This is an optimization exercise on Yosys and OpenROAD, whose aim is small area, not a production implementation. In this exercise RTL edits were held to simulation tests only and were not proved equivalent to the original. Power figures rest on the tool's default switching activity, not on a simulated workload.

File: flow/standard.sh
#!/bin/bash
# synth_recipe.tcl (not shown) runs the flow's synth.tcl, then flattens the netlist and writes it again
# the make line also repeats each setting of config.mk as NAME=value (left out here)
make -C /OpenROAD-flow-scripts/flow DESIGN_CONFIG=/design/flow/config.mk WORK_HOME=/design/flow/orfs CLKGATE_MAP_FILE= SYNTH_SCRIPT=/design/flow/synth_recipe.tcl "${@:-finish}"
File: flow/config.mk
export PLATFORM = sky130hd
export DESIGN_NAME = v68k_periph
export DESIGN_NICKNAME = v68k_periph
export VERILOG_FILES = /design/flow/design.v
export SDC_FILE = /design/flow/constraint.sdc
export NUM_CORES = 4
export LEC_CHECK = 0
export CAP_MARGIN = 20
export CORE_MARGIN = 2
export CORE_UTILIZATION = 55
export CTS_BUF_LIST = sky130_fd_sc_hd__clkbuf_8
export SLEW_MARGIN = 20
export SYNTH_HIERARCHICAL = 1
File: flow/constraint.sdc
create_clock -name core_clock -period 10.0 [get_ports {clk}]
set_input_delay 2.0000 -clock core_clock [delete_from_list [all_inputs] [get_ports {clk}]]
set_output_delay 2.0000 -clock core_clock [all_outputs]
set_load 0.01 [all_outputs]
File: flow/flow/run.sh
#!/bin/bash
# Own layout flow: the standard flow (standard.sh, with its synthesis
# unchanged), with two settings changed:
#  - the input and output ports get sky130_fd_sc_hd__buf_1 buffers instead of
#    the clkdlybuf4s50_1 cells buffer_ports picks by default;
#  - clock tree synthesis builds the tree from clkbuf_8 cells with sink
#    clusters of up to 25 flip-flops, and inserts no dummy loads.
# make's full output goes to standard_flow.log in the work folder; each ORFS
# step also keeps its own log under orfs/logs.
set -euo pipefail
bash standard.sh \
  "BUFFER_PORTS_ARGS=-buffer_cell sky130_fd_sc_hd__buf_1" \
  "CTS_ARGS=-sink_clustering_enable -repair_clock_nets -dont_use_dummy_load -buf_list sky130_fd_sc_hd__clkbuf_8 -sink_clustering_size 15 -sink_clustering_max_diameter 50" \
  finish > standard_flow.log 2>&1
File: flow/design.v
module v68k_rbank (
    input  wire [1023:0] d,      
    input  wire [127:0]  s,      
    output wire [87:0]   y       
);
    genvar b, g;
    generate
        for (b = 0; b < 8; b = b + 1) begin : g_bit
            wire [41:0] l1;
            wire [10:0] l2;
            for (g = 0; g < 42; g = g + 1) begin : g_l1
                v68k_aoi222 u (
                    .a1(s[3*g]),   .a2(d[(3*g)*8+b]),
                    .b1(s[3*g+1]), .b2(d[(3*g+1)*8+b]),
                    .c1(s[3*g+2]), .c2(d[(3*g+2)*8+b]),
                    .y(l1[g]));
            end
            for (g = 0; g < 10; g = g + 1) begin : g_l2
                v68k_nand4 u (.a(l1[4*g]), .b(l1[4*g+1]), .c(l1[4*g+2]), .d(l1[4*g+3]), .y(l2[g]));
            end
            v68k_l2x u_l2x (.a(l1[40]), .b(l1[41]),
                           .s1(s[126]), .d1(d[126*8+b]),
                           .s2(s[127]), .d2(d[127*8+b]),
                           .y(l2[10]));
            assign y[b*11 +: 11] = l2;
        end
    endgenerate
endmodule
module v68k_aoi222 (
    input  wire a1, a2, b1, b2, c1, c2,
    output wire y
);
    assign y = ~((a1 & a2) | (b1 & b2) | (c1 & c2));
endmodule
module v68k_l2x (
    input  wire a, b, s1, d1, s2, d2,
    output wire y
);
    assign y = ~(a & b & ~((s1 & d1) | (s2 & d2)));
endmodule
module v68k_nand4 (
    input  wire a, b, c, d,
    output wire y
);
    assign y = ~(a & b & c & d);
endmodule
module v68k_rmerge (
    input  wire [10:0] e,        
    input  wire [10:0] o,        
    input  wire        hsel,     
    input  wire        lsel,     
    input  wire        ph,       
    output wire        hb,
    output wire        lb
);
    wire eb = |e;
    wire ob = |o;
    assign hb = (hsel ? ob : eb) ^ ph;
    assign lb = (lsel ? ob : eb) ^ ph;
endmodule
module v68k_slotbit (
    input  wire q, sel, sel_n, x,
    output wire y
);
    assign y = ~((q | sel) & (x | sel_n));
endmodule
module v68k_periph (
    input  wire        clk,
    input  wire        rst,
    input  wire        variant,       
    input  wire        e_req,
    output wire        e_gnt,
    input  wire        bus_req,
    input  wire        bus_we,
    input  wire [23:0] bus_addr,
    input  wire        bus_hi,
    input  wire        bus_lo,
    input  wire [15:0] bus_wdata,
    input  wire [23:0] bus_pc,
    output wire        bus_rvalid,
    output wire [15:0] bus_rdata,
    output wire        mem_req,
    output wire        mem_we,
    output wire        mem_ram,
    output wire [17:0] mem_addr,
    output wire [1:0]  mem_be,
    output wire [15:0] mem_wdata,
    input  wire [15:0] mem_rdata,
    input  wire        tick,
    output wire        irq_strobe,
    output wire [2:0]  irq_level,
    input  wire        in_valid,
    input  wire [7:0]  in_byte,
    output wire [1:0]  out_valid,
    output wire [15:0] out_data,
    output wire        diag_valid,
    output wire [1:0]  diag_kind,
    output wire [23:0] diag_pc,
    output wire [23:0] diag_addr,
    output wire        halt
);
    localparam [7:0] ESC_BYTE = 8'h1B;
    reg variant_q;
    reg halted;
    reg esc_prev;
    reg running;           
    always @(posedge clk) begin
        if (rst)
            variant_q <= variant;
    end
    wire live = !halted;
    wire txn  = bus_req && live;
    wire [19:0] a = bus_addr[19:0];
    wire is_ram = a[19];
    wire is_io  = !a[19] && (a[18:15] == 4'b1111);
    wire is_rom = !is_ram && !is_io;
    wire io_sin  = is_io && (a[14:13] == 2'b00);
    wire io_sout = is_io && (a[14:13] == 2'b01);
    wire io_stat = is_io && (a[14:13] == 2'b10);
    wire io_led  = is_io && (a[14:13] == 2'b11);
    wire in_fire  = in_valid && live;
    wire in_esc   = (in_byte == ESC_BYTE);
    wire term     = in_fire && in_esc && esc_prev;
    wire enq      = in_fire && !term;
    wire deq_hi = txn && !bus_we && io_sin && bus_hi;
    wire deq_lo = txn && !bus_we && io_sin && bus_lo;
    always @(posedge clk) begin
        if (rst) begin
            halted   <= 1'b0;
            esc_prev <= 1'b0;
        end else if (term) begin
            halted   <= 1'b1;
            esc_prev <= 1'b0;
        end else if (enq) begin
            esc_prev <= in_esc;
        end
    end
    reg [7:0] wr;
    reg [7:0] rd;
    reg       e1, e2;      
    always @(posedge clk) begin
        if (rst) begin
            wr <= 8'd0;
            rd <= 8'd0;
            e1 <= 1'b0;
            e2 <= 1'b0;
        end else begin
            if (enq)
                wr <= wr + 8'd1;
            e1 <= enq;
            e2 <= e1;
            rd <= rd + {7'd0, deq_hi} + {7'd0, deq_lo};
        end
    end
    wire [7:0] occ = wr - rd;
    wire       rdf = (occ != {6'd0, e1 && e2, e1 ^ e2});
    wire [6:0]   ro = rd[7:1];
    wire [6:0]   re = rd[7:1] + {6'd0, rd[0]};
    wire [127:0] so = 128'd1 << ro;
    wire [127:0] se = 128'd1 << re;
    reg        ph;
    always @(posedge clk)
        ph <= !ph;
    wire [15:0] wlo = enq ? (16'd1 << wr[3:0]) : 16'd0;
    wire [15:0] whi = 16'd1 << wr[7:4];
    wire [7:0]  wx  = in_byte ^ {8{ph}};
    wire [1023:0] ed, od;
    genvar i, b;
    generate
        for (i = 0; i < 256; i = i + 1) begin : g_slot
            reg  [7:0] q;
            wire [7:0] nq;
            wire       sel      = whi[i >> 4] && wlo[i & 15];
            wire       sel_lo_n = !wlo[i & 15];
            wire [7:0] x        = wx | {8{!whi[i >> 4]}};
            for (b = 0; b < 8; b = b + 1) begin : g_bit
                v68k_slotbit u (.q(q[b]), .sel(sel), .sel_n(sel_lo_n), .x(x[b]), .y(nq[b]));
            end
            always @(posedge clk)
                q <= nq;
            if (i & 1) begin : g_odd
                assign od[(i >> 1)*8 +: 8] = q;
            end else begin : g_even
                assign ed[(i >> 1)*8 +: 8] = q;
            end
        end
    endgenerate
    wire [87:0] e_l2, o_l2;
    v68k_rbank u_even (.d(ed), .s(se), .y(e_l2));
    v68k_rbank u_odd  (.d(od), .s(so), .y(o_l2));
    wire [7:0] fifo_hbyte, fifo_lbyte;
    generate
        for (b = 0; b < 8; b = b + 1) begin : g_rbit
            v68k_rmerge u (.e(e_l2[b*11 +: 11]), .o(o_l2[b*11 +: 11]),
                           .hsel(rd[0]), .lsel(rd[0] ^ deq_hi), .ph(ph),
                           .hb(fifo_hbyte[b]), .lb(fifo_lbyte[b]));
        end
    endgenerate
    assign mem_req   = txn && (is_ram || (is_rom && !bus_we)) && (bus_hi || bus_lo);
    assign mem_we    = bus_we;
    assign mem_ram   = is_ram;
    assign mem_addr  = a[18:1];
    assign mem_be    = {bus_hi, bus_lo};
    assign mem_wdata = bus_wdata;
    wire bad = bus_we ? (is_rom || io_sin || io_stat) : (io_sout || io_led);
    wire [7:0] stat_byte = !variant_q ? {6'd0, 1'b1, rdf} :
                           !a[12]     ? {7'd0, rdf} : 8'h01;
    wire [15:0] io_bytes = a[14] ? {stat_byte, stat_byte} : {fifo_hbyte, fifo_lbyte};
    reg        txn_q, we_q, hi_q, lo_q;
    reg [15:0] low_q;
    reg [7:0]  pc_hi_q;
    reg [23:0] addr_q;
    always @(posedge clk) begin
        if (rst)
            txn_q <= 1'b0;
        else
            txn_q <= txn;
        we_q    <= bus_we;
        hi_q    <= bus_hi;
        lo_q    <= bus_lo;
        low_q   <= bad ? bus_pc[15:0] : bus_we ? bus_wdata : io_bytes;
        pc_hi_q <= bus_pc[23:16];
        addr_q  <= bus_addr;
    end
    wire q_io   = !addr_q[19] && (addr_q[18:15] == 4'b1111);
    wire q_rom  = !addr_q[19] && !q_io;
    wire q_sout = q_io && (addr_q[14:13] == 2'b01);
    wire q_bad  = q_rom ? we_q : (q_io && (addr_q[13] ^ we_q));
    assign bus_rvalid = txn_q && !we_q;
    assign bus_rdata  = {hi_q ? (q_io ? (addr_q[13] ? 8'h00 : low_q[15:8]) : mem_rdata[15:8]) : 8'h00,
                         lo_q ? (q_io ? (addr_q[13] ? 8'h00 : low_q[7:0])  : mem_rdata[7:0])  : 8'h00};
    assign out_valid  = (txn_q && we_q && q_sout) ? {hi_q, lo_q} : 2'b00;
    assign out_data   = low_q;
    assign diag_valid = txn_q && q_bad;
    assign diag_kind  = {!(we_q && q_rom), we_q};
    assign diag_pc    = {pc_hi_q, low_q};
    assign diag_addr  = addr_q;
    localparam [1:0] ST_FREE   = 2'b00;
    localparam [1:0] ST_E      = 2'b01;
    localparam [1:0] ST_T_LAST = 2'b10;
    localparam [1:0] ST_T_MORE = 2'b11;
    reg [1:0] st;
    reg       tick_pend;
    wire grant_t = (st == ST_FREE) && tick_pend;
    always @(posedge clk) begin
        if (rst) begin
            running   <= 1'b0;
            st        <= ST_FREE;
            tick_pend <= 1'b0;
        end else if (halted || term) begin
            st        <= ST_FREE;
            tick_pend <= 1'b0;
        end else begin
            tick_pend <= (tick_pend && !grant_t) || (tick && running);
            case (st)
                ST_FREE: begin
                    if (tick_pend)
                        st <= rdf ? ST_T_MORE : ST_T_LAST;
                    else if (e_req)
                        st <= ST_E;
                end
                ST_E: begin
                    if (!e_req) begin
                        st      <= ST_FREE;
                        running <= 1'b1;
                    end
                end
                ST_T_MORE: st <= ST_T_LAST;
                default:   st <= ST_FREE;
            endcase
        end
    end
    assign e_gnt      = (st == ST_E);
    assign irq_strobe = st[1];
    assign irq_level  = st[0] ? 3'd2 : 3'd5;
    assign halt       = halted;
endmodule
==> out/metrics.csv, run 1 <==
stage;metric;value;unit
logic_synthesis;syn_area;0.0698;mm^2
logic_synthesis;synth_top_area_share;61.0;%
cts;cts_setup_buffers;0;
logic_synthesis;synth_edf_count;1;
route;drc;0;
power;power_density;179;mW/mm^2
critical_path;cp.required;10.82;ns
route;drt_first_pass_iters;10;
power;ir_drop;166;uV
logic_synthesis;synth_area_per_cell;11.0;um^2
timing;fmaxAchievable;0.159;GHz
timing;slew_headroom;19.3;%
logic_synthesis;synth_cell_type_count;59;
finish;areaGrowthSynthToFinish;8.18;%
global_routing;grt_pass1_vias;58448;
timing;tightest_slew;1.20;ns
finish;layout.cells.non_filler;8371;
critical_path;crit_path_end_kind;flop;
route;vias;64335;
timing;slew_violations;0;
finish;final_cell_mix;dfxtp_1 (2124), o22ai_1 (2048), a222oi_1 (672);
place;dpl.hpwl;181;mm
cts;root_buffer;clkbuf_8;
critical_path;path_max_fanout;16;
place;place_congestion;0.972;
timing;period_needed;6.30;ns
logic_synthesis;yosysTopAreaCell;dfxtp_1;
critical_path;worstPathCellList;inv_2 -> nor3_4 -> nand3_2 -> xnor2_2 -> nand2_2 -> nor2_1 -> a222oi_1 -> nand4_1 -> nor4_1 -> nand3_1 -> mux2i_1 -> xnor2_1 -> a221o_1 -> o32a_1;
global_routing;grt_max_degree;118;
power;p_leak;0.0256;uW
cts;cts_buffers;180;
route;wirelength;274;mm
place;post-place-cells;8177;
timing;setup_viol;0;
die;core;0.126;mm^2
cts;cts.repair.resized;0;
global_routing;grt_first_pass_wirelength;395;mm
critical_path;cpLargestDelayFamily;simple AND/OR/NAND/NOR gates;
place;placed_area;0.0729;mm^2
finish;final_cell_area;0.0755;mm^2
die;chipWidth;360;um
critical_path;worst_path_max_delay_cell;nor4_1;
timing;finalCritPeriodShare;63.0;%
cts;cts_sinks;2126;
run_status;outcome;complete, no violations;
logic_synthesis;synth_warnings;7;
die;die_y;360;um
global_routing;grt_use_total;40.3;%
cts;insertion_delay;0.98;ns
flow_run;drv_cap;0;
timing;rsz0062_at_grt;false;
critical_path;path_buf_inv;1;
die;initial_utilization;55.5;%
route;wire_per_inst;32.7;um
timing;finClkSkew;0.0850;ns
cts;cts_buffer_depth;3;
global_routing;grt_antenna_before_repair;15;
critical_path;crit_arrival;7.12;ns
route;ant_nets;0;
logic_synthesis;syn_nets;6480;
logic_synthesis;ys_seq_elements;2126;
logic_synthesis;async_flop_share;0;%
hold_path;hold_class;reg -> reg;
route;drt_iter0_drc;12282;
critical_path;crit_type;reg -> reg;
finish;mostFrequentLayoutCell;dfxtp_1;
die;die_area;0.130;mm^2
timing;setup_slack;3.70;ns
global_routing;overflow;0;
logic_synthesis;syn-instance-count;6360;
logic_synthesis;yosysSeqAreaShare;61.0;%
place;io_buffers;228;
critical_path;crit_path_max_incr_delay;1.03;ns
finish;layout-drive-gt1-share;4.77;%
timing;fin_setup_tns;0;ns
critical_path;worst_setup_path_start_kind;flop;
logic_synthesis;synth_area_leaders;dfxtp_1 (61%), o22ai_1 (18%), a222oi_1 (9.6%);
logic_synthesis;synth-main-ff-cell;dfxtp_1;
cts;clk_pin_slew_worst_paths;0.08;ns
cts;cts_tree;built;
cts;ctsHoldBuffers;0;
finish;final_util;60.0;%
timing;hold_viol_final;0;
route;vias_per_cell;7.69;
cts;h-tree-depth;4;
die;ioPinCount;229;
die;rows;130;
place;dp_worst_setup_slack;4.12;ns
finish;fin_nets;6831;
-- sequential cells by signal, indices dropped and copies added, names as in the netlist --
register   cells
g_slot.q    2048
addr_q        24
low_q         16
pc_hi_q        8
rd             8
wr             8
st             2
e1             1
e2             1
esc_prev       1
halted         1
hi_q           1
lo_q           1
ph             1
running        1
tick_pend      1
txn_q          1
variant_q      1
we_q           1
-- logic make-up after synthesis --
| family | after synthesis | synth area share [%] |
|---|---|---|
| AOI/OAI and AO/OA | 2823 | 29.1 |
| DFF | 2126 | 61.0 |
| adders and majority gates | 22 | 0.416 |
| and+or+nand+nor | 1161 | 7.41 |
| buffers and inverters | 163 | 1.23 |
| xor gates and xnor gates | 47 | 0.612 |
| muxes | 18 | 0.260 |
-- report_power, final --
group          internal, uW  switching [uW]  total [uW]
combinational           186             412         597
clock                  1600            2700        4300
sequential             8570            69.5        8640
total                 10400            3180       13500
-- per-layer routing --
layer | track usage (%) | vias up | routed length (um) | share of wire (%)
li1 | - | 27552 | - | -
met1 | 55.0 | 31516 | 108000 | 39
met2 | 58.3 | 4474 | 116000 | 42
met3 | 10.9 | 775 | 34300 | 13
met4 | 21.2 | 18 | 16500 | 6.0
met5 | 0 | - | 117 | 0.043
-- synthesized netlist by cell type (10+ instances only) --
cell type	instances
a21boi_0	16
a21oi_1	15
a222oi_1	672
a22oi_1	29
buf_2	21
buf_4	58
clkbuf_1	65
dfxtp_1	2125
ha_1	20
inv_1	12
mux2i_1	17
nand2_1	231
nand2b_1	10
nand3_1	79
nand4_1	169
nor2_1	567
nor2b_1	16
nor3_1	30
nor4_1	36
o21ai_0	22
o22ai_1	2048
xnor2_1	39
-- final timing paths --
kind,from,slack [ns],endpoint,depth (start not counted)
worst max-delay path,rd[3],3.70,low_q[0],14
worst min-delay path,g_slot[45].q[4],0.44,g_slot[45].q[4],1
worst max register to register,rd[3],3.70,low_q[0],14
worst min register to register,g_slot[45].q[4],0.44,g_slot[45].q[4],1
-- modules after synthesis, one instance, submodules excluded, excerpt --
module        cells inside  copies in the design
v68k_aoi222              1                   672
v68k_l2x                 2                    16
v68k_nand4               1                   160
v68k_periph           3352                     1
v68k_rmerge             12                     8
v68k_slotbit             1                  2048
-- through the flow --
step	power, uW	hold slack, ns
after global routing	13900	0.453
final	13500	0.441
after detailed placement	9410	0.436
after global placement	9400	0.428
after CTS	13500	0.445
after floorplan	9120	0.421
-- cell type report --
class                           count  area (um^2)
Multi-Input combinational cell   4071        26600
Inverter                           18         67.6
Antenna cell                       12         30.0
Timing Repair Buffer              314         1630
Fill cell                       10748        50300
Clock buffer                      180         2480
Sequential cell                  2126        42600
Tap cell                         1650         2060
==> run 2: changes to the inputs <==
==> flow/flow/run.sh (replaced) <==
#!/bin/bash
# Own layout flow: the standard flow (standard.sh, with its synthesis
# unchanged), with two settings changed:
#  - the input and output ports get sky130_fd_sc_hd__buf_1 buffers instead of
#    the clkdlybuf4s50_1 cells buffer_ports picks by default;
#  - clock tree synthesis builds the tree from clkbuf_8 cells with sink
#    clusters of up to 17 flip-flops within 50 um, and inserts no dummy
#    loads.
# make's full output goes to standard_flow.log in the work folder; each ORFS
# step also keeps its own log under orfs/logs.
set -euo pipefail
bash standard.sh \
  "BUFFER_PORTS_ARGS=-buffer_cell sky130_fd_sc_hd__buf_1" \
  "CTS_ARGS=-sink_clustering_enable -repair_clock_nets -dont_use_dummy_load -buf_list sky130_fd_sc_hd__clkbuf_8 -sink_clustering_size 17 -sink_clustering_max_diameter 50" \
  finish > standard_flow.log 2>&1
--- a/flow/config.mk
+++ b/flow/config.mk
@@ -7,7 +7,7 @@
 export LEC_CHECK = 0
 export CAP_MARGIN = 20
 export CORE_MARGIN = 2
-export CORE_UTILIZATION = 55
-export CTS_BUF_LIST = sky130_fd_sc_hd__clkbuf_8
+export CORE_UTILIZATION = 70
+export PLACE_DENSITY = 0.85
 export SLEW_MARGIN = 20
 export SYNTH_HIERARCHICAL = 1
==> run 2 against run 1 <==
Net effect: still clean on timing, DRC and antenna; die area down 21%; design area down 1.2%; via count up 3.4%; critical endpoint is now low_q[13]; largest cell class unchanged; highest routed layer unchanged.
==> out/metrics.csv, run 2 <==
stage;metric;value;unit
critical_path;cpLargestDelayFamily;simple AND/OR/NAND/NOR gates;
critical_path;path_max_fanout;12;
timing;rsz0062_at_grt;false;
global_routing;grt_antenna_before_repair;14;
critical_path;crit_arrival;7.30;ns
die;die_area;0.102;mm^2
logic_synthesis;synth.most_common_cell;dfxtp_1;
logic_synthesis;synth-main-ff-cell;dfxtp_1;
finish;areaGrowthSynthToFinish;6.86;%
run_status;outcome;complete, no violations;
cts;cts_sinks;2126;
timing;tightest_slew;1.43;ns
route;drt_first_pass_iters;15;
global_routing;grt_pass1_vias;60387;
critical_path;rr_endpoint;low_q[13];
hold_path;hold_class;reg -> reg;
power;p_leak;0.0254;uW
logic_synthesis;synth_common_cells;dfxtp_1 (2125), o22ai_1 (2048), a222oi_1 (672);
cts;ctsHoldBuffers;0;
critical_path;r2r-start;rd[0];
logic_synthesis;syn_nets;6480;
route;vias;66522;
logic_synthesis;synth_edf_count;1;
die;ioPinCount;229;
critical_path;worstSetupStartpoint;rd[0];
die;chipWidth;320;um
place;dpl.hpwl;172;mm
route;drt_iter0_drc;16055;
logic_synthesis;synth_top_area_share;61.0;%
critical_path;path_buf_inv;0;
cts;cts_tree;built;
die;die_y;320;um
logic_synthesis;synth_cell_type_count;59;
power;power_density;178;mW/mm^2
global_routing;overflow;0;
hold_path;worstHoldStart;g_slot[29].q[1];
timing;slew_headroom;4.70;%
flow_run;drv_cap;0;
route;wirelength;261;mm
place;io_buffers;228;
critical_path;rr_worst_depth;15;
cts;cts_buffers;158;
die;core;0.0986;mm^2
cts;clk_pin_slew_worst_paths;0.10;ns
timing;hold_viol_final;0;
route;vias_per_cell;8.35;
finish;fin_nets;6787;
place;place_congestion;1.06;
logic_synthesis;synth_area_leaders;dfxtp_1 (61%), o22ai_1 (18%), a222oi_1 (9.6%);
timing;finClkSkew;0.0718;ns
logic_synthesis;ys_seq_elements;2126;
logic_synthesis;async_flop_share;0;%
cts;root_buffer;clkbuf_8;
critical_path;crit_type;reg -> reg;
cts;cts_buffer_depth;3;
route;ant_nets;0;
hold_path;holdPathStages;1;
finish;mostFrequentLayoutCell;dfxtp_1;
finish;layout-drive-gt1-share;4.10;%
die;initial_utilization;70.8;%
route;wire_per_inst;32.8;um
logic_synthesis;synth_area_per_cell;11.0;um^2
finish;top_register;g_slot.q;
finish;final_cell_mix;dfxtp_1 (2124), o22ai_1 (2048), a222oi_1 (672);
timing;slew_violations;0;
die;rows;115;
critical_path;crit_path_end_kind;flop;
logic_synthesis;syn_area;0.0698;mm^2
timing;fmaxAchievable;0.152;GHz
timing;period_needed;6.59;ns
global_routing;grt_first_pass_wirelength;382;mm
cts;insertion_delay;0.94;ns
critical_path;worstPathCellList;ha_1 -> ha_1 -> nand3_1 -> xnor2_1 -> nor2b_1 -> nand2_1 -> nor2_1 -> a222oi_1 -> nand4_1 -> nor4_1 -> nand3_1 -> mux2i_1 -> xnor2_1 -> a22oi_1 -> o21ai_0;
timing;fin_setup_tns;0;ns
finish;final_util;75.6;%
global_routing;grt_max_degree;118;
logic_synthesis;synth_warnings;7;
logic_synthesis;yosysSeqAreaShare;61.0;%
critical_path;worst_setup_path_start_kind;flop;
critical_path;cp.required;10.71;ns
critical_path;worst_path_max_delay_cell;nor4_1;
finish;top_regs;g_slot.q x2048, addr_q x24, low_q x16;
finish;largest_register_ffs;2048;
critical_path;r2r_setup_slack;3.41;ns
power;ir_drop;177;uV
cts;cts_setup_buffers;0;
cts;h-tree-depth;4;
route;drc;0;
logic_synthesis;syn-instance-count;6360;
critical_path;crit_path_max_incr_delay;1.17;ns
cts;cts.repair.resized;0;
logic_synthesis;yosysTopAreaCell;dfxtp_1;
timing;setup_viol;0;
global_routing;grt_use_total;48.9;%
hold_path;hold_end;g_slot[29].q[1];
timing;finalCritPeriodShare;65.9;%
==> run 2: cell counts after synthesis <==
Identical to the previous run, type by type.
==> run 2: per-stage QoR <==
| stage | total power, uW | instance area [um^2] | setup WS [ns] | instances | hold WS (ns) |
|---|---|---|---|---|---|
| 5_1_grt | 13500 | 74500 | 3.57 | 7955 | 0.455 |
| 6_report | 13200 | 74500 | 3.41 | 7966 | 0.445 |
| 3_5_place_dp | 9380 | 72300 | 3.97 | 7793 | 0.436 |
| 2_1_floorplan | 9120 | 69800 | 3.43 | 6360 | 0.421 |
| 4_1_cts | 13200 | 74500 | 3.95 | 7951 | 0.444 |
| 3_3_place_gp | 9370 | 72300 | 4.05 | 7793 | 0.428 |
==> run 2: worst max-delay path by stage <==
stage                            end  slack (ns)  cells after the start
finish                     low_q[13]        3.41                     15
global route                low_q[5]        3.57                     15
CTS                         low_q[2]        3.95                     15
detailed placement         low_q[10]        3.97                     15
global placement            low_q[2]        4.05                     15
floorplan           g_slot[103].q[0]        3.43                      7
==> run 2: Yosys stat by module, one instance, submodules excluded, excerpt <==
module | area [um^2] | flip-flops and latches
v68k_periph | 48400 | 2126
v68k_rmerge | 82.6 | 0
v68k_l2x | 12.5 | 0
v68k_aoi222 | 10.0 | 0
v68k_nand4 | 6.26 | 0
v68k_slotbit | 6.26 | 0
==> run 2: kinds of logic (layout without fill, tap and decap cells) <==
group / count (synthesis) / count (layout) / synth area share [%]
buf+inv: 163 / 468 / 1.23
mux: 18 / 18 / 0.260
simple gates: 1161 / 1161 / 7.41
flops: 2126 / 2126 / 61.0
xor+xnor: 47 / 47 / 0.612
compound gates: 2823 / 2823 / 29.1
other cells: 0 / 14 / 0
fa+ha+maj: 22 / 22 / 0.416
==> run 2: worst register-to-register path: stages (launching register included) <==
cell and delay (ns):
dfxtp_1 0.84, ha_1 0.35, ha_1 0.33, nand3_1 0.22
xnor2_1 0.26, nor2b_1 0.11, nand2_1 0.57, nor2_1 0.35
a222oi_1 0.46, nand4_1 0.51, nor4_1 1.17, nand3_1 0.53
mux2i_1 0.33, xnor2_1 0.10, a22oi_1 0.19, o21ai_0 0.10
==> run 2: cell type report <==
type	count	area [um^2]
well taps	1287	1610
inverters	18	67.6
multi-input cells	4071	26600
repair buffers	292	1470
flip-flops and latches	2126	42600
fillers	6779	24000
diodes	14	35.0
clock buffers	158	2170
==> run 2: layer usage <==
layer | wire (um) | GRT usage [%] | up-vias
li1 | - | - | 27479
met1 | 92100 | 64.4 | 31540
met2 | 105000 | 67.9 | 6172
met3 | 44000 | 17.9 | 1317
met4 | 19800 | 30.8 | 14
met5 | 101 | 0 | -
==> run 2: where the power goes <==
group / total, uW / internal (uW) / switching, uW / leakage [uW]
logic: 587 / 184 / 403 / 0.00483
registers: 8650 / 8580 / 71.7 / 0.0194
clock network: 4000 / 1420 / 2590 / 0.00114
==> run 3: changes to the inputs <==
--- a/flow/config.mk
+++ b/flow/config.mk
@@ -7,7 +7,6 @@
 export LEC_CHECK = 0
 export CAP_MARGIN = 20
 export CORE_MARGIN = 2
-export CORE_UTILIZATION = 70
-export PLACE_DENSITY = 0.85
+export CORE_UTILIZATION = 60
 export SLEW_MARGIN = 20
 export SYNTH_HIERARCHICAL = 1
==> run 3 against run 2 <==
Net effect: critical path type unchanged; routed wire length is 2.6% higher; final cell count is 3.4% higher; via count is 2.4% lower; critical endpoint is now low_q[9]; die area is 16% higher; total power is 1.2% higher; count of clock-buffer cells in the layout is 9 higher; still clean; synthesized cell count stayed put; first-iteration DRC count is 20% lower.
==> out/metrics.csv, run 3 <==
stage;metric;value;unit
run_status;outcome;complete, no violations;
global_routing;busiest_layer;met2;
place;place_congestion;1.02;
power;ir_drop;149;uV
route;drt_first_pass_iters;13;
finish;largest_register_ffs;2048;
route;wire_per_inst;32.5;um
global_routing;grt_pass1_vias;58093;
die;initial_utilization;60.3;%
hold_path;hold_class;reg -> reg;
timing;period_needed;6.01;ns
logic_synthesis;synth_warnings;7;
timing;slew_violations;0;
die;ioPinCount;229;
cts;cts_sinks;2126;
cts;h-tree-depth;4;
timing;tightest_slew;1.27;ns
hold_path;holdPathStages;1;
route;vias;64916;
flow_run;drv_cap;0;
place;io_buffers;228;
finish;mostFrequentLayoutCell;dfxtp_1;
logic_synthesis;synth_cell_type_count;59;
logic_synthesis;synth_area_leaders;dfxtp_1 (61%), o22ai_1 (18%), a222oi_1 (9.6%);
critical_path;r2r_setup_slack;3.99;ns
global_routing;overflow;0;
die;die_y;345;um
cts;cts_tree;built;
logic_synthesis;synth_edf_count;1;
cts;cts_buffers;167;
critical_path;rr_endpoint;low_q[9];
finish;final_cell_mix;dfxtp_1 (2124), o22ai_1 (2048), a222oi_1 (672);
logic_synthesis;async_flop_share;0;%
critical_path;worst_path_max_delay_cell;dfxtp_1;
route;vias_per_cell;7.88;
cts;cts_setup_buffers;0;
finish;nFillCells;9527;
timing;setup_viol;0;
route;drc;0;
logic_synthesis;synth_common_cells;dfxtp_1 (2125), o22ai_1 (2048), a222oi_1 (672);
timing;finClkSkew;0.0959;ns
critical_path;crit_path_end_kind;flop;
critical_path;worstPathCellList;ha_1 -> ha_1 -> nand3_1 -> nand2_1 -> o21ai_0 -> nand2_1 -> nor2_1 -> a222oi_1 -> nand4_1 -> nor4_1 -> buf_4 -> nand3_1 -> mux2i_1 -> xnor2_1 -> a21oi_1 -> nor2_1 -> a21oi_1 -> o21ai_0;
route;wirelength;268;mm
die;chipWidth;345;um
power;power_density;178;mW/mm^2
critical_path;crit_path_end;low_q[9];
finish;fin_nets;6819;
timing;slew_headroom;14.4;%
die;die_area;0.119;mm^2
route;drt_iter0_drc;12898;
power;p_leak;0.0255;uW
critical_path;crit_path_max_incr_delay;0.72;ns
finish;layout-drive-gt1-share;4.61;%
place;placed_area;0.0728;mm^2
timing;hold_viol_final;0;
die;core;0.116;mm^2
logic_synthesis;syn_area;0.0698;mm^2
route;ant_nets;0;
global_routing;use_met2;60.1;%
die;rows;125;
critical_path;crit_type;reg -> reg;
cts;ctsHoldBuffers;0;
cts;cts.repair.resized;0;
logic_synthesis;synth_area_per_cell;11.0;um^2
critical_path;cp.required;10.77;ns
critical_path;crit_arrival;6.78;ns
cts;root_buffer;clkbuf_8;
critical_path;rr_worst_depth;18;
timing;finalCritPeriodShare;60.1;%
logic_synthesis;synth_top_area_share;61.0;%
logic_synthesis;syn-instance-count;6360;
logic_synthesis;yosysSeqAreaShare;61.0;%
critical_path;worstSetupStartpoint;rd[1];
finish;top_regs;g_slot.q x2048, addr_q x24, low_q x16;
global_routing;grt_use_met3;14.0;%
cts;cts_buffer_depth;3;
logic_synthesis;yosysTopAreaCell;dfxtp_1;
logic_synthesis;ys_seq_elements;2126;
global_routing;grt_use_met1;59.8;%
timing;rsz0062_at_grt;false;
cts;clk_pin_slew_worst_paths;0.08;ns
place;dpl.hpwl;177;mm
global_routing;grt_first_pass_wirelength;385;mm
finish;final_util;64.9;%
critical_path;worst_setup_path_start_kind;flop;
timing;fin_setup_tns;0;ns
timing;fmaxAchievable;0.166;GHz
global_routing;grt_use_total;43.1;%
logic_synthesis;syn_nets;6480;
finish;areaGrowthSynthToFinish;7.72;%
logic_synthesis;synth-main-ff-cell;dfxtp_1;
critical_path;r2r-start;rd[1];
power;finalPower;13400;uW
finish;final_cell_area;0.0752;mm^2
critical_path;path_max_fanout;16;
global_routing;grt_antenna_before_repair;17;
cts;insertion_delay;0.99;ns
finish;top_register;g_slot.q;
global_routing;grt_max_degree;108;
logic_synthesis;synth.most_common_cell;dfxtp_1;
run 3: cell counts after synthesis:
Identical to the previous run, type by type.
run 3: Yosys stat by module, one instance, submodules excluded, a selection:
| module | area, um^2 | flops+latches |
|---|---|---|
| v68k_periph | 48400 | 2126 |
| v68k_rmerge | 82.6 | 0 |
| v68k_l2x | 12.5 | 0 |
| v68k_aoi222 | 10.0 | 0 |
| v68k_nand4 | 6.26 | 0 |
| v68k_slotbit | 6.26 | 0 |
run 3: metrics by stage:
| step | hold slack [ns] | worst slack, ns | cells |
|---|---|---|---|
| global route | 0.454 | 3.94 | 8225 |
| finish | 0.445 | 3.99 | 8234 |
| global placement | 0.428 | 3.71 | 8053 |
| CTS | 0.445 | 4.39 | 8221 |
| detailed placement | 0.436 | 4.34 | 8054 |
| floorplan | 0.421 | 3.43 | 6360 |
run 3: report_power, final:
group | switching [uW] | leakage [uW] | internal [uW] | total (uW)
logic | 414 | 0.00493 | 186 | 600
registers | 70.7 | 0.0194 | 8580 | 8650
clock network | 2660 | 0.00120 | 1490 | 4150
run 3: area by class of cell:
cell class / count / area [um^2] / share of cell area [%]
Clock buffer: 167 / 2300 / 3.06
Antenna cell: 13 / 32.5 / 0.0433
Tap cell: 1524 / 1910 / 2.54
Timing Repair Buffer: 315 / 1620 / 2.16
Sequential cell: 2126 / 42600 / 56.6
Multi-Input combinational cell: 4071 / 26700 / 35.5
Inverter: 18 / 67.6 / 0.0899
run 3: cell families after synthesis:
group | Yosys count | synth area share, %
AO/OA/AOI/OAI | 2823 | 29.1
XOR/XNOR | 47 | 0.612
adder cells (fa/ha/maj) | 22 | 0.416
buffers and inverters | 163 | 1.23
flip-flops | 2126 | 61.0
multiplexers | 18 | 0.260
AND/OR/NAND/NOR | 1161 | 7.41
run 3: critical path: cells and delay by family (launching register included):
family / cells / cell delay, ns
AOI/OAI and AO/OA: 5 / 1.12
xor gates and xnor gates: 1 / 0.10
adders and majority gates: 2 / 0.66
buffers and inverters: 1 / 0.21
DFF: 1 / 0.72
muxes: 1 / 0.21
and+or+nand+nor: 8 / 2.87
run 3: how the worst min path moves through the flow:
| stage | slack, ns | endpoint | start |
|---|---|---|---|
| final | 0.44 | g_slot[76].q[6] | g_slot[76].q[6] |
| after global placement | 0.43 | g_slot[84].q[7] | g_slot[84].q[7] |
| after floorplan | 0.42 | g_slot[0].q[0] | g_slot[0].q[0] |
| after CTS | 0.44 | g_slot[2].q[0] | g_slot[2].q[0] |
| after detailed placement | 0.44 | g_slot[145].q[2] | g_slot[145].q[2] |
| after global routing | 0.45 | g_slot[175].q[4] | g_slot[175].q[4] |
run 3: metal layers:
metal  vias up  share of wire, %
met3       793                15
met1     31650                39
met5         -             0.088
met2      4885                41
li1      27564                 -
met4        24               5.5
==> run 4: changes to the inputs <==
==> flow/run.sh (new file) <==
#!/bin/bash
# synth_recipe.tcl (not shown) runs the flow's synth.tcl, then flattens the netlist and writes it again
# the make line also repeats each setting of config.mk as NAME=value (left out here)
make -C /OpenROAD-flow-scripts/flow DESIGN_CONFIG=/design/flow/config.mk WORK_HOME=/design/flow/orfs CLKGATE_MAP_FILE= SYNTH_SCRIPT=/design/flow/synth_recipe.tcl finish
--- a/flow/config.mk
+++ b/flow/config.mk
@@ -7,6 +7,7 @@
 export LEC_CHECK = 0
 export CAP_MARGIN = 20
 export CORE_MARGIN = 2
-export CORE_UTILIZATION = 60
+export CORE_UTILIZATION = 55
+export CTS_BUF_LIST = sky130_fd_sc_hd__clkbuf_8
 export SLEW_MARGIN = 20
 export SYNTH_HIERARCHICAL = 1
removed: flow/flow/run.sh
removed: flow/standard.sh
==> run 4 against run 3 <==
Net effect: combinational power is 12% higher; clock skew fell by 0.045 ns; largest power group unchanged; clock power is 73% higher; global-route usage decreased by 2.2 points; highest routed layer unchanged; largest cell class unchanged.
==> out/metrics.csv, run 4 <==
stage;metric;value;unit
finish;nFillCells;10334;
hold_path;holdPathStages;1;
logic_synthesis;synth_warnings;7;
logic_synthesis;syn_nets;6480;
logic_synthesis;synth_area_per_cell;11.0;um^2
hold_path;hold_end;g_slot[225].q[0];
finish;top_register;g_slot.q;
cts;cts.repair.resized;0;
critical_path;rr_worst_depth;15;
die;core;0.126;mm^2
die;die_area;0.130;mm^2
hold_path;hold_class;reg -> reg;
cts;cts_tree;built;
logic_synthesis;synth_edf_count;1;
cts;ctsHoldBuffers;0;
hold_path;worstHoldStart;g_slot[225].q[0];
global_routing;grt_use_total;40.9;%
timing;setup_slack;3.35;ns
logic_synthesis;synthMuxAreaShare;0.260;%
logic_synthesis;synthSimpleGateAreaFrac;7.41;%
power;power_density;205;mW/mm^2
logic_synthesis;yosysSeqAreaShare;61.0;%
die;ioPinCount;229;
power;ir_drop;162;uV
timing;period_needed;6.65;ns
route;drt_iter0_drc;11634;
cts;insertion_delay;1.04;ns
logic_synthesis;synth_top_area_share;61.0;%
logic_synthesis;synth_cell_type_count;59;
route;vias;66176;
place;place_congestion;0.999;
finish;mostFrequentLayoutCell;dfxtp_1;
critical_path;r2r_setup_slack;3.35;ns
logic_synthesis;async_flop_share;0;%
timing;rsz0062_at_grt;false;
route;drt_first_pass_iters;14;
critical_path;rr_endpoint;low_q[8];
finish;largest_register_ffs;2048;
timing;setup_viol;0;
global_routing;grt_antenna_before_repair;18;
die;chipWidth;360;um
route;vias_per_cell;7.58;
place;io_buffers;228;
logic_synthesis;synth_fa_ha_area_share;0.416;%
finish;final_cell_mix;dfxtp_1 (2124), o22ai_1 (2048), a222oi_1 (672);
global_routing;grt_pass1_vias;60676;
place;dp_worst_setup_slack;3.83;ns
logic_synthesis;syn_area;0.0698;mm^2
logic_synthesis;syn-instance-count;6360;
logic_synthesis;synth_xor_area_share;0.612;%
logic_synthesis;synth.most_common_cell;dfxtp_1;
cts;clk_pin_slew_worst_paths;0.06;ns
route;ant_nets;0;
timing;slew_violations;0;
timing;hold_viol_final;0;
cts;cts_buffers;344;
logic_synthesis;yosysTopAreaCell;dfxtp_1;
power;p_leak;0.0286;uW
global_routing;grt_first_pass_wirelength;402;mm
die;die_y;360;um
logic_synthesis;synth-main-ff-cell;dfxtp_1;
cts;cts_sinks;2126;
timing;slew_headroom;9.20;%
finish;areaGrowthSynthToFinish;15.9;%
logic_synthesis;synth_compound_area_share;29.1;%
critical_path;path_max_fanout;12;
cts;root_buffer;clkbuf_8;
logic_synthesis;ys_seq_elements;2126;
timing;finalCritPeriodShare;66.5;%
power;finalPower;16500;uW
critical_path;crit_path_end_kind;flop;
critical_path;r2r-start;rd[0];
cts;cts_buffer_depth;4;
critical_path;crit_type;reg -> reg;
die;initial_utilization;55.5;%
critical_path;cp.required;10.88;ns
logic_synthesis;synth_common_cells;dfxtp_1 (2125), o22ai_1 (2048), a222oi_1 (672);
critical_path;worst_setup_path_start_kind;flop;
route;wirelength;279;mm
route;wire_per_inst;31.9;um
global_routing;overflow;0;
logic_synthesis;synth_area_leaders;dfxtp_1 (61%), o22ai_1 (18%), a222oi_1 (9.6%);
timing;finClkSkew;0.0506;ns
finish;top_regs;g_slot.q x2048, addr_q x24, low_q x16;
cts;cts_setup_buffers;0;
flow_run;drv_cap;0;
finish;final_util;64.3;%
global_routing;grt_max_degree;127;
timing;fin_setup_tns;0;ns
timing;tightest_slew;1.35;ns
place;dpl.hpwl;182;mm
logic_synthesis;synth_top_family_by_area;compound AO/OA/AOI/OAI gates;
finish;fin_nets;6986;
cts;h-tree-depth;5;
critical_path;crit_arrival;7.53;ns
run_status;outcome;complete, no violations;
timing;fmaxAchievable;0.150;GHz
route;drc;0;
finish;layout-drive-gt1-share;8.53;%
die;rows;130;
## run 4: cell counts after synthesis
No cell type changed its count.
## run 4: critical path, stage by stage, from the launching register on
cell and delay, ns:
dfxtp_1 0.88, ha_1 0.33, ha_1 0.33, nand3_1 0.24, xnor2_1 0.26, nor2_1 0.10, nand2_1 0.63, nor2_1 0.37
a222oi_1 0.58, nand4_1 0.35, nor3_1 1.12, nand3_1 0.38, mux2i_1 0.28, xnor2_1 0.13, a221o_1 0.37, o32a_1 0.16
## run 4: report_power, final
group          switching [uW]  leakage [uW]  internal [uW]
clock network            3340       0.00366           3860
logic                     413       0.00550            260
registers                73.6        0.0194           8590
total                    3830        0.0286          12700
## run 4: per-layer routing
metal  wire length [um]  GRT usage (%)  share of wire, %  vias to the layer above
li1                   -              -                 -                    28094
met1             107000           54.6                38                    32263
met2             116000           58.0                42                     4856
met3              37200           12.8                13                      945
met4              17900           24.3               6.4                       18
met5                115              0             0.041                        -
## run 4: modules after synthesis (local to each module, per instance), a selection
module	cell area, um^2	flip-flops and latches	cells inside	times used
v68k_rmerge	82.6	0	12	8
v68k_slotbit	6.26	0	1	2048
v68k_aoi222	10.0	0	1	672
v68k_periph	48400	2126	3352	1
v68k_l2x	12.5	0	2	16
v68k_nand4	6.26	0	1	160
## run 4: area by class of cell
class,instances,area [um^2],area share [%]
clock buffer,428,5890,7.29
tap,1650,2060,2.55
inverter,18,67.6,0.0836
clock inverter,121,574,0.710
antenna,10,25.0,0.0309
multi-input combinational,4071,26700,33.0
timing repair buffer,305,3010,3.72
sequential,2126,42600,52.7
## run 4: logic make-up after synthesis
kind of cell,Yosys count
buffers and inverters,163
muxes,18
DFF,2126
and+or+nand+nor,1161
adders and majority gates,22
xor gates and xnor gates,47
AOI/OAI and AO/OA,2823
## run 4: how the worst max path moves through the flow
stage	startpoint	end	slack, ns	cells after the start
detailed placement	in_byte[4]	g_slot[87].q[2]	3.83	9
finish	rd[0]	low_q[8]	3.35	15
global placement	rd[0]	low_q[13]	2.99	15
global route	rd[0]	low_q[8]	3.52	15
floorplan	in_byte[6]	g_slot[103].q[0]	3.43	7
CTS	rd[0]	low_q[8]	3.90	15
## run 4: per-stage QoR
| stage | std cells | area, um^2 | hold WS (ns) |
|---|---|---|---|
| finish | 8729 | 80900 | 0.441 |
| floorplan | 6360 | 69800 | 0.421 |
| global route | 8720 | 80800 | 0.451 |
| global placement | 8165 | 74300 | 0.428 |
| detailed placement | 8168 | 74300 | 0.436 |
| CTS | 8717 | 80800 | 0.444 |

==> what the ideal ports hide <==
In the flow no input, the clock included, has a driving cell. The finished layouts below were timed again as built, in two steps. Step 1, drivers: a clkbuf_16 drives clk and a buf_2 each remaining input, both assumed. Step 2 times the ports against the registers' clock, not the clock port: input delays grow and output delays shrink by t, the midpoint of the rising clock arrivals with the driver on. Three values: ideal ports, drivers, drivers and shift; two values: the first two.
run | t, ns | setup slack, ns | worst setup path at the end
run 1 | 1.008 | 3.705 / 3.705 / 3.705 | register to register
run 2 | 0.968 | 3.412 / 3.412 / 3.412 | register to register
run 3 | 1.005 | 3.988 / 3.988 / 3.988 | register to register
run 4 | 1.096 | 3.346 / 3.346 / 3.346 | register to register
After both steps every run listed still meets setup and hold.
